Context: an optimization exercise on an open-source flow, tuned for small area. The choices shown serve that exercise and are no tape-out recipe. The RTL was checked by simulation tests, not by an equivalence proof against the original design. No activity file was given, so power comes from the tool's default toggle rates.

==> flow/design.v (excerpt) <==
module ata_pio_ctrl (
    input  wire        clk,
    input  wire        rst,
    input  wire        op_valid,
    output wire        op_ready,
    input  wire [7:0]  op_sel,
    input  wire [31:0] op_buf,
    input  wire [31:0] op_start,
    input  wire [31:0] op_count,
    input  wire [7:0]  op_arg,
    output reg         res_valid,
    output wire [2:0]  res_code,
    output wire [7:0]  res_value,
    output reg         ev_valid,
    input  wire        ev_ready,
    output reg  [3:0]  ev_kind,
    output wire [31:0] ev_addr,
    output wire [15:0] ev_wdata,
    input  wire [15:0] ev_rdata,
    output reg  [3:0]  tag,
    output reg         identified,
    output reg         int_enabled,
    output reg         selected_drive,
    output reg  [31:0] cursor_ptr,
    output wire [31:0] remaining,
    output reg  [31:0] lower_max,
    output reg  [31:0] upper_max,
    output reg  [31:0] sector_size,
    output wire        has_multiple,
    output reg         has_dma,
    output reg         has_lba48,
    output reg         has_flush_ext,
    output reg  [7:0]  max_multiple,
    output reg  [7:0]  cur_multiple,
    output wire [7:0]  max_ata,
    output wire [7:0]  udma_sup,
    output wire [7:0]  udma_sel
);
export LEC_CHECK = 0
export CAP_MARGIN = 20
export CORE_MARGIN = 2
export CORE_UTILIZATION = 50
export PLACE_DENSITY = 0.68
export SLEW_MARGIN = 20
create_clock -name core_clock -period 14.0 [get_ports {clk}]
standard.sh (not shown) runs the stock make flow with config.mk's settings and CLKGATE_MAP_FILE= SYNTH_SCRIPT=/design/flow/synth_recipe.tcl, a recipe that flattens the netlist after the stock synthesis.
==> flow/flow/run.sh <==
#!/bin/bash
# The standard layout (standard.sh), with these changes:
#  - pass-through outputs get no extra synthesis buffer (SYNTH_INSBUF=0);
#  - every port still gets a buffer, the smallest one (buf_1);
#  - clock tree synthesis uses clkbuf_4, clusters up to 8 sinks within
#    60 um per leaf buffer, and adds no dummy loads.
# Each tool's output stays in this folder (make_finish.log and ORFS's logs).
set -uo pipefail
F=$PWD/flow
bash standard.sh SYNTH_SCRIPT=$F/area_synth.tcl ADDER_MAP_FILE= SYNTH_INSBUF=0 \
  "BUFFER_PORTS_ARGS=-buffer_cell sky130_fd_sc_hd__buf_1" \
  "CTS_ARGS=-sink_clustering_enable -repair_clock_nets -dont_use_dummy_load -buf_list sky130_fd_sc_hd__clkbuf_4 -sink_clustering_size 8 -sink_clustering_max_diameter 60" \
  finish > make_finish.log 2>&1
status=$?
mkdir -p orfs_logs
cp orfs/logs/sky130hd/ata_pio_ctrl/base/*.log orfs_logs/ 2>/dev/null || true
exit $status
==> flow/flow/area.abc <==
strash
&get -n
&fraig -x
&deepsyn -T 60
&put
strash
&get -n
&dch -f
&nf -R 1000
&put
==> flow/flow/area_synth.tcl <==
# The standard flow's synthesis script with an area-oriented ABC mapping script.
proc synth {args} { yosys synth -nofsm -noshare {*}$args }
set ::area_abc_script [file join [file dirname [info script]] area.abc]
proc abc {args} {
  set i [lsearch -exact $args -script]
  if { $i >= 0 } { lset args [expr { $i + 1 }] $::area_abc_script }
  yosys abc {*}$args
}
source $::env(SCRIPTS_DIR)/synth.tcl
# left out here: clear keep_hierarchy, flatten, clean up, hide names made inside functions, write 1_2_yosys.v
Next try:
Settings changed: CORE_UTILIZATION 50 to 40, PLACE_DENSITY 0.68 to 0.6.
Die area rose by a quarter to a third.
Via count fell by a few percent.
Total power rose slightly.
Non-clock buffer count rose by 1.
Wire length rose by a few percent.
Next try:
==> flow/flow/run.sh (replaced) <==
#!/bin/bash
# The standard layout (standard.sh), with these changes:
#  - every port still gets a buffer, the smallest one (buf_1);
#  - clock tree synthesis uses clkbuf_4 and adds no dummy loads.
# Each tool's output stays in this folder (make_finish.log and ORFS's logs).
set -uo pipefail
F=$PWD/flow
bash standard.sh SYNTH_SCRIPT=$F/area_synth.tcl ADDER_MAP_FILE= \
  "BUFFER_PORTS_ARGS=-buffer_cell sky130_fd_sc_hd__buf_1" \
  "CTS_ARGS=-sink_clustering_enable -repair_clock_nets -dont_use_dummy_load -buf_list sky130_fd_sc_hd__clkbuf_4" \
  finish > make_finish.log 2>&1
status=$?
mkdir -p orfs_logs
cp orfs/logs/sky130hd/ata_pio_ctrl/base/*.log orfs_logs/ 2>/dev/null || true
exit $status
=> The changed run completed without violations. Power rises by about 3%. Final cell count rises by about 1.4%. Routed wire length falls by 0.70%. Sequential cell count stays the same.

* * *

== main ==
ata_pio_ctrl, a different RTL version from the one above (not shown whole).
Size: ~2200 cells after synthesis, ~18000 um^2 of cells after synthesis.
Settings: LEC_CHECK=0, CAP_MARGIN=20, CORE_MARGIN=2, CORE_UTILIZATION=40, PLACE_DENSITY=0.6, SLEW_MARGIN=20; clock period 14.0 ns.
==> flow/flow/run.sh <==
#!/bin/bash
# The standard layout (standard.sh), with these changes:
#  - every port still gets a buffer, the smallest one (buf_1);
#  - pass-through outputs get no extra synthesis buffer (SYNTH_INSBUF=0);
#  - clock tree synthesis uses clkbuf_4 and adds no dummy loads.
# Each tool's output stays in this folder (make_finish.log and ORFS's logs).
set -uo pipefail
F=$PWD/flow
bash standard.sh SYNTH_SCRIPT=$F/area_synth.tcl ADDER_MAP_FILE= \
  "BUFFER_PORTS_ARGS=-buffer_cell sky130_fd_sc_hd__buf_1" \
  "CTS_ARGS=-sink_clustering_enable -repair_clock_nets -dont_use_dummy_load -buf_list sky130_fd_sc_hd__clkbuf_4" \
  SYNTH_INSBUF=0 finish > make_finish.log 2>&1
status=$?
mkdir -p orfs_logs
cp orfs/logs/sky130hd/ata_pio_ctrl/base/*.log orfs_logs/ 2>/dev/null || true
exit $status
Scripts as last shown in full above: flow/flow/area.abc, flow/flow/area_synth.tcl
main: all stages done; final checks FAILED (setup timing).
#### Input delta (the feature branch over main)
diff --git a/flow/flow/run.sh b/flow/flow/run.sh
--- a/flow/flow/run.sh
+++ b/flow/flow/run.sh
@@ -3,3 +3,2 @@
 #  - every port still gets a buffer, the smallest one (buf_1);
-#  - pass-through outputs get no extra synthesis buffer (SYNTH_INSBUF=0);
 #  - clock tree synthesis uses clkbuf_4 and adds no dummy loads.
@@ -11,3 +10,3 @@
   "CTS_ARGS=-sink_clustering_enable -repair_clock_nets -dont_use_dummy_load -buf_list sky130_fd_sc_hd__clkbuf_4" \
-  SYNTH_INSBUF=0 finish > make_finish.log 2>&1
+  finish > make_finish.log 2>&1
 status=$?
==> comparison <==
- The feature branch against main: routing usage on met3 saw a decrease, actual transition at the worst max-transition pin climbed 84 ps, aggregate routed wire length went down by 1.9%, register-to-register slack now larger, placed cell count picked up an extra 11.
- When the final numbers for the feature branch and main were put side by side, the routed length on met2 turned out to be greater in main.
- Although it ran to completion, the feature branch produced a layout that fails the final checks because of setup timing.
- Final area: the feature branch better than main
- Looking at last element of the critical path, the cursor_ptr[30] result is from the feature branch; the cursor_ptr[31] one comes from main.
- Diff main -> the feature branch: part of the cycle the worst path needs went down 3.2 points; core utilization went down.

re-timing with driven ports:
How much do the figures lean on ideal ports? The routed layouts below were timed once more, with nothing changed but the port constraints. Step 1, drivers: a clkbuf_16 drives clk and a buf_2 each remaining input, both assumed. Step 2, shift: input delay + t, output delay - t, t = (earliest + latest rising clock arrival at the registers) / 2. This alone moves slack from input paths to output paths. Three values: ideal, step 1, step 2; two values: the first two.
run | shift t [ns] | setup slack, ns | worst setup path at the end | clock arrival spread, ns | worst slew at a driven data input, ns
the first run of note 1 | 0.835 | 1.463 / 1.463 / 1.463 | register to register | 0.080 / 0.080 | 0.06
the second run of note 1 | 0.843 | 1.614 / 1.614 / 1.614 | register to register | 0.091 / 0.091 | 0.06
the third run of note 1 | 0.875 | 1.674 / 1.674 / 1.674 | register to register | 0.088 / 0.089 | 0.05
main | 0.885 | -2.710 / -2.710 / -2.710 | register to register | 0.085 / 0.085 | 0.07
the feature branch | 0.875 | -2.267 / -2.267 / -2.267 | register to register | 0.075 / 0.074 | 0.07
